Source: an optimization exercise on an open RTL-to-GDS flow (aim: small area, a short achievable clock period and few clock cycles per item). Production flows keep margins and buffers that such runs may drop.
In this exercise RTL edits were held to simulation tests only and were not proved equivalent to the original.

==> module lpc_synth, before the edit <==
module lpc_synth (
    input  wire        clk,
    input  wire        rst,
    input  wire        in_valid,
    output wire        in_ready,
    input  wire        unvoiced,
    input  wire [7:0]  pitch,
    input  wire [9:0]  energy,
    input  wire [99:0] k,           
    output reg         out_valid,
    output wire [9:0]  out_sample
);
    localparam [1:0] S_IDLE = 2'd0,    
                     S_C1   = 2'd1,
                     S_C2   = 2'd2,
                     S_C3   = 2'd3;
    reg [1:0]  st;
    reg [1:0]  st_next;
    reg [14:0] kd  [0:4];           
    reg [14:0] b_r [0:4];           
    reg [15:0] p_r [0:4];           
    reg [18:0] nbase_r;             
    reg [13:0] u10v_r;              
    reg [9:0]  prev_energy;
    reg [14:0] x   [0:9];
    reg [14:0] xn  [0:9];           
    reg [14:0] b_early [0:4];
    wire       c4 = (st == S_IDLE) && out_valid;
    reg [4:0]  sel3, sel4;
    reg        hi_ok, lo_ok;
    wire accept = (st == S_C3);
    assign in_ready = (st == S_C3);
    always @(*) begin
        case (st)
            S_IDLE:  st_next = in_valid ? S_C1 : S_IDLE;
            S_C1:    st_next = S_C2;
            S_C2:    st_next = S_C3;
            default: st_next = S_IDLE;
        endcase
        if (rst)
            st_next = S_IDLE;
    end
    wire [7:0] exc;
    wire [7:0] chirp_next;
    wire       noise_neg;
    lpc_excitation u_exc (
        .clk        (clk),
        .rst        (rst),
        .step       (accept),
        .unvoiced   (unvoiced),
        .pitch      (pitch),
        .exc        (exc),
        .chirp_next (chirp_next),
        .noise_neg  (noise_neg)
    );
    wire [13:0] e8  = {{1{prev_energy[9]}}, prev_energy, 3'd0};
    wire [13:0] u10 = !hi_ok   ? 14'd0 :
                      unvoiced ? (noise_neg ? -e8 : e8) : u10v_r;
    wire [15:0] m [0:4];
    genvar g;
    generate
        for (g = 0; g < 5; g = g + 1) begin : g_mul
            wire [14:0] c = (g < 4 ? {15{sel3[g]}} & x[g+5] : 15'd0)
                          | ({15{sel4[g]}}  & x[g]);
            lpc_mac u_mac (
                .d (kd[g]),
                .b (b_r[g]),
                .c (c),
                .p (m[g])
            );
        end
    endgenerate
    wire [18:0] nb = nbase_r;
    wire [18:0] pp [0:4];
    wire [18:0] cs_s [0:4];
    wire [18:0] cs_c [0:4];
    wire [18:0] nsfx [0:4];
    wire [18:0] sfx [0:4];
    generate
        for (g = 0; g < 5; g = g + 1) begin : g_pp
            assign pp[g] = {{3{p_r[g][15]}}, p_r[g]};
        end
    endgenerate
    wire [18:0] sA = nb ^ pp[4] ^ pp[3];
    wire [18:0] mA = (nb & pp[4]) | (nb & pp[3]) | (pp[4] & pp[3]);
    wire [18:0] cA = {mA[17:0], 1'b0};
    wire [18:0] sB = pp[2] ^ pp[1] ^ pp[0];
    wire [18:0] mB = (pp[2] & pp[1]) | (pp[2] & pp[0]) | (pp[1] & pp[0]);
    wire [18:0] cB = {mB[17:0], 1'b0};
    wire [18:0] sT = sA ^ cA ^ pp[2];
    wire [18:0] mT = (sA & cA) | (sA & pp[2]) | (cA & pp[2]);
    wire [18:0] cT = {mT[17:0], 1'b0};
    wire [18:0] sU = sT ^ cT ^ pp[1];
    wire [18:0] mU = (sT & cT) | (sT & pp[1]) | (cT & pp[1]);
    wire [18:0] cU = {mU[17:0], 1'b0};
    wire [18:0] sV = sA ^ cA ^ sB;
    wire [18:0] mV = (sA & cA) | (sA & sB) | (cA & sB);
    wire [18:0] cV = {mV[17:0], 1'b0};
    wire [18:0] sW = sV ^ cV ^ cB;
    wire [18:0] mW = (sV & cV) | (sV & cB) | (cV & cB);
    wire [18:0] cW = {mW[17:0], 1'b0};
    assign cs_s[4] = nb;   assign cs_c[4] = pp[4];
    assign cs_s[3] = sA;   assign cs_c[3] = cA;
    assign cs_s[2] = sT;   assign cs_c[2] = cT;
    assign cs_s[1] = sU;   assign cs_c[1] = cU;
    assign cs_s[0] = sW;   assign cs_c[0] = cW;
    generate
        for (g = 0; g < 5; g = g + 1) begin : g_sfx
            assign nsfx[g] = cs_s[g] + cs_c[g];
            assign sfx[g]  = ~nsfx[g];
        end
    endgenerate
    wire signed [18:0] u0 = ~nbase_r;
    reg [11:0] clamped;
    always @(*) begin
        if (u0 > 19'sd2047)
            clamped = 12'h7FF;
        else if (u0 < -19'sd2048)
            clamped = 12'h800;
        else
            clamped = u0[11:0];
    end
    assign out_sample = clamped[11:2];
    wire [14:0] kd_next [0:4];
    generate
        for (g = 0; g < 5; g = g + 1) begin : g_enc
            wire [9:0] ks = (g == 4 && st == S_C2)          ? energy :
                            (st == S_IDLE || st == S_C2)    ? k[(g+5)*10 +: 10] :
                                                              k[g*10 +: 10];
            lpc_booth u_enc (.a (ks), .d (kd_next[g]));
        end
    endgenerate
    integer i;
    always @(*) begin
        for (i = 0; i <= 9; i = i + 1)
            xn[i] = x[i];
        if (accept)
            for (i = 0; i < 4; i = i + 1)
                xn[i+6] = m[i][14:0];
        if (out_valid) begin
            xn[0] = b_r[0];
            for (i = 0; i < 5; i = i + 1)
                xn[i+1] = m[i][14:0];
        end
    end
    always @(posedge clk) begin
        nbase_r <= (st == S_C1) ? ~{{5{u10[13]}}, u10} : nsfx[0];
        for (i = 0; i < 5; i = i + 1) begin
            kd[i]  <= kd_next[i];
            p_r[i] <= m[i];
            case (st)
                S_IDLE:  b_early[i] = (i == 0 ? lo_ok : hi_ok) ? x[i+5] : 15'd0;
                S_C1:    b_early[i] = lo_ok ? x[i] : 15'd0;
                S_C2:    b_early[i] = (i == 4) ? {chirp_next[7], chirp_next, 6'd0} : sfx[i][14:0];
                default: b_early[i] = sfx[i][14:0];
            endcase
            b_r[i] <= (i == 0 && c4) ? m[4][14:0] : b_early[i];
        end
        for (i = 0; i <= 9; i = i + 1)
            x[i] <= xn[i];
        st    <= st_next;
        sel3  <= {{4{st_next == S_C3}} & {hi_ok, hi_ok, hi_ok, lo_ok}};
        sel4  <= {5{st == S_C3 && lo_ok}};
        if (rst) begin
            out_valid   <= 1'b0;
            hi_ok       <= 1'b0;
            lo_ok       <= 1'b0;
        end else begin
            if (accept)
                hi_ok <= 1'b1;
            if (out_valid)
                lo_ok <= 1'b1;
            out_valid <= accept;
            if (accept) begin
                prev_energy <= energy;
                u10v_r      <= m[4][13:0];
            end
        end
    end
endmodule
Settings: LEC_CHECK=0, CAP_MARGIN=20, CORE_MARGIN=2, CORE_UTILIZATION=40, SLEW_MARGIN=20; clock period 12.0 ns.
standard.sh (not shown) runs the stock make flow with config.mk's settings and CLKGATE_MAP_FILE= SYNTH_SCRIPT=/design/flow/synth_recipe.tcl, a recipe that flattens the netlist after the stock synthesis.
==> flow/flow/run.sh <==
#!/bin/bash
# The standard layout (the standard.sh: ORFS synthesis to finish, then
# the final DEF), with timing repair aiming 7 ns below the clock period so
# the resizer also works on paths that already meet the 12 ns clock, and
# max-slew/max-capacitance repair aiming 10% (not 20%) below the limits.
set -o pipefail
bash standard.sh SETUP_SLACK_MARGIN=7 CAP_MARGIN=10 SLEW_MARGIN=10 finish > standard.log 2>&1
Testbench counts at the start, summed over its fixed seeds: cycles 64,008, items 16,000.
Next try:
--- a/flow/design.v
+++ b/flow/design.v
@@ -856,5 +856,5 @@
     reg [14:0] b_r [0:4];           
     reg [15:0] p_r [0:4];           
-    reg [18:0] nbase_r;             
+    reg [18:0] base_r;              
     reg [13:0] u10v_r;              
     reg [9:0]  prev_energy;
@@ -907,34 +907,34 @@
         end
     endgenerate
-    wire [18:0] nb = nbase_r;
-    wire [18:0] pp [0:4];
+    wire [18:0] base = base_r;
+    wire [18:0] np [0:4];
     wire [18:0] cs_s [0:4];
     wire [18:0] cs_c [0:4];
-    wire [18:0] nsfx [0:4];
+    wire [19:0] sfx_w [0:4];
     wire [18:0] sfx [0:4];
     generate
-        for (g = 0; g < 5; g = g + 1) begin : g_pp
-            assign pp[g] = {{3{p_r[g][15]}}, p_r[g]};
+        for (g = 0; g < 5; g = g + 1) begin : g_np
+            assign np[g] = ~{{3{p_r[g][15]}}, p_r[g]};
         end
     endgenerate
-    wire [18:0] sA = nb ^ pp[4] ^ pp[3];
-    wire [18:0] mA = (nb & pp[4]) | (nb & pp[3]) | (pp[4] & pp[3]);
-    wire [18:0] cA = {mA[17:0], 1'b0};
-    wire [18:0] sB = pp[2] ^ pp[1] ^ pp[0];
-    wire [18:0] mB = (pp[2] & pp[1]) | (pp[2] & pp[0]) | (pp[1] & pp[0]);
-    wire [18:0] cB = {mB[17:0], 1'b0};
-    wire [18:0] sT = sA ^ cA ^ pp[2];
-    wire [18:0] mT = (sA & cA) | (sA & pp[2]) | (cA & pp[2]);
-    wire [18:0] cT = {mT[17:0], 1'b0};
-    wire [18:0] sU = sT ^ cT ^ pp[1];
-    wire [18:0] mU = (sT & cT) | (sT & pp[1]) | (cT & pp[1]);
-    wire [18:0] cU = {mU[17:0], 1'b0};
+    wire [18:0] sA = base ^ np[4] ^ np[3];
+    wire [18:0] mA = (base & np[4]) | (base & np[3]) | (np[4] & np[3]);
+    wire [18:0] cA = {mA[17:0], 1'b1};
+    wire [18:0] sB = np[2] ^ np[1] ^ np[0];
+    wire [18:0] mB = (np[2] & np[1]) | (np[2] & np[0]) | (np[1] & np[0]);
+    wire [18:0] cB = {mB[17:0], 1'b1};
+    wire [18:0] sT = sA ^ cA ^ np[2];
+    wire [18:0] mT = (sA & cA) | (sA & np[2]) | (cA & np[2]);
+    wire [18:0] cT = {mT[17:0], 1'b1};
+    wire [18:0] sU = sT ^ cT ^ np[1];
+    wire [18:0] mU = (sT & cT) | (sT & np[1]) | (cT & np[1]);
+    wire [18:0] cU = {mU[17:0], 1'b1};
     wire [18:0] sV = sA ^ cA ^ sB;
     wire [18:0] mV = (sA & cA) | (sA & sB) | (cA & sB);
-    wire [18:0] cV = {mV[17:0], 1'b0};
+    wire [18:0] cV = {mV[17:0], 1'b1};
     wire [18:0] sW = sV ^ cV ^ cB;
     wire [18:0] mW = (sV & cV) | (sV & cB) | (cV & cB);
-    wire [18:0] cW = {mW[17:0], 1'b0};
-    assign cs_s[4] = nb;   assign cs_c[4] = pp[4];
+    wire [18:0] cW = {mW[17:0], 1'b1};
+    assign cs_s[4] = base; assign cs_c[4] = np[4];
     assign cs_s[3] = sA;   assign cs_c[3] = cA;
     assign cs_s[2] = sT;   assign cs_c[2] = cT;
@@ -943,9 +943,9 @@
     generate
         for (g = 0; g < 5; g = g + 1) begin : g_sfx
-            assign nsfx[g] = cs_s[g] + cs_c[g];
-            assign sfx[g]  = ~nsfx[g];
+            assign sfx_w[g] = {cs_s[g], 1'b1} + {cs_c[g], 1'b1};
+            assign sfx[g] = sfx_w[g][19:1];
         end
     endgenerate
-    wire signed [18:0] u0 = ~nbase_r;
+    wire signed [18:0] u0 = base_r;
     reg [11:0] clamped;
     always @(*) begin
@@ -981,5 +981,5 @@
     end
     always @(posedge clk) begin
-        nbase_r <= (st == S_C1) ? ~{{5{u10[13]}}, u10} : nsfx[0];
+        base_r <= (st == S_C1) ? {{5{u10[13]}}, u10} : sfx[0];
         for (i = 0; i < 5; i = i + 1) begin
             kd[i]  <= kd_next[i];
After rerunning:
- clock-buffer cell count fell by 8
- worst setup slack gets worse by 0.046 ns
- routed wire length is lower by 1.3%
- fmax fell by 0.92%
- global-route usage falls by 0.53 points
- utilization is lower by 0.46 points
- cell count goes up by 1.4%
- non-clock buffer count is unchanged
- area after synthesis increases by 0.63%
- worst hold slack is better by 0.025 ns
- via count shrinks by 0.43%
Testbench counts after the change, summed over its fixed seeds: cycles 64,008, items 16,000.

[what the ideal ports hide]
The results above use ideal ports. As a check the final layouts listed here were re-extracted and re-timed, cells and wires unchanged.
Step 1, drivers: a clkbuf_16 drives clk and a buf_2 each remaining input, both assumed.
Step 2 moves the port delays by t, midway between the first and last clock arrival at a register: inputs arrive t later, outputs are due t later. That takes back most of the time a late clock gives input paths.
a / b / c = ideal ports / drivers / drivers and shift; a / b = the first two.
run | shift t [ns] | slack for setup (ns) | hold slack, ns | pins driven straight from the clock port
the first run | 0.686 | 7.050 / 6.988 / 6.504 | 0.424 / 0.424 / 0.424 | 1
the second run | 0.717 | 7.004 / 7.004 / 6.401 | 0.449 / 0.449 / 0.449 | 1
After both steps every run listed still meets setup and hold. The setup slack of the second run, which loses most, moves by 0.000 ns with the drivers and by -0.603 ns with both steps.
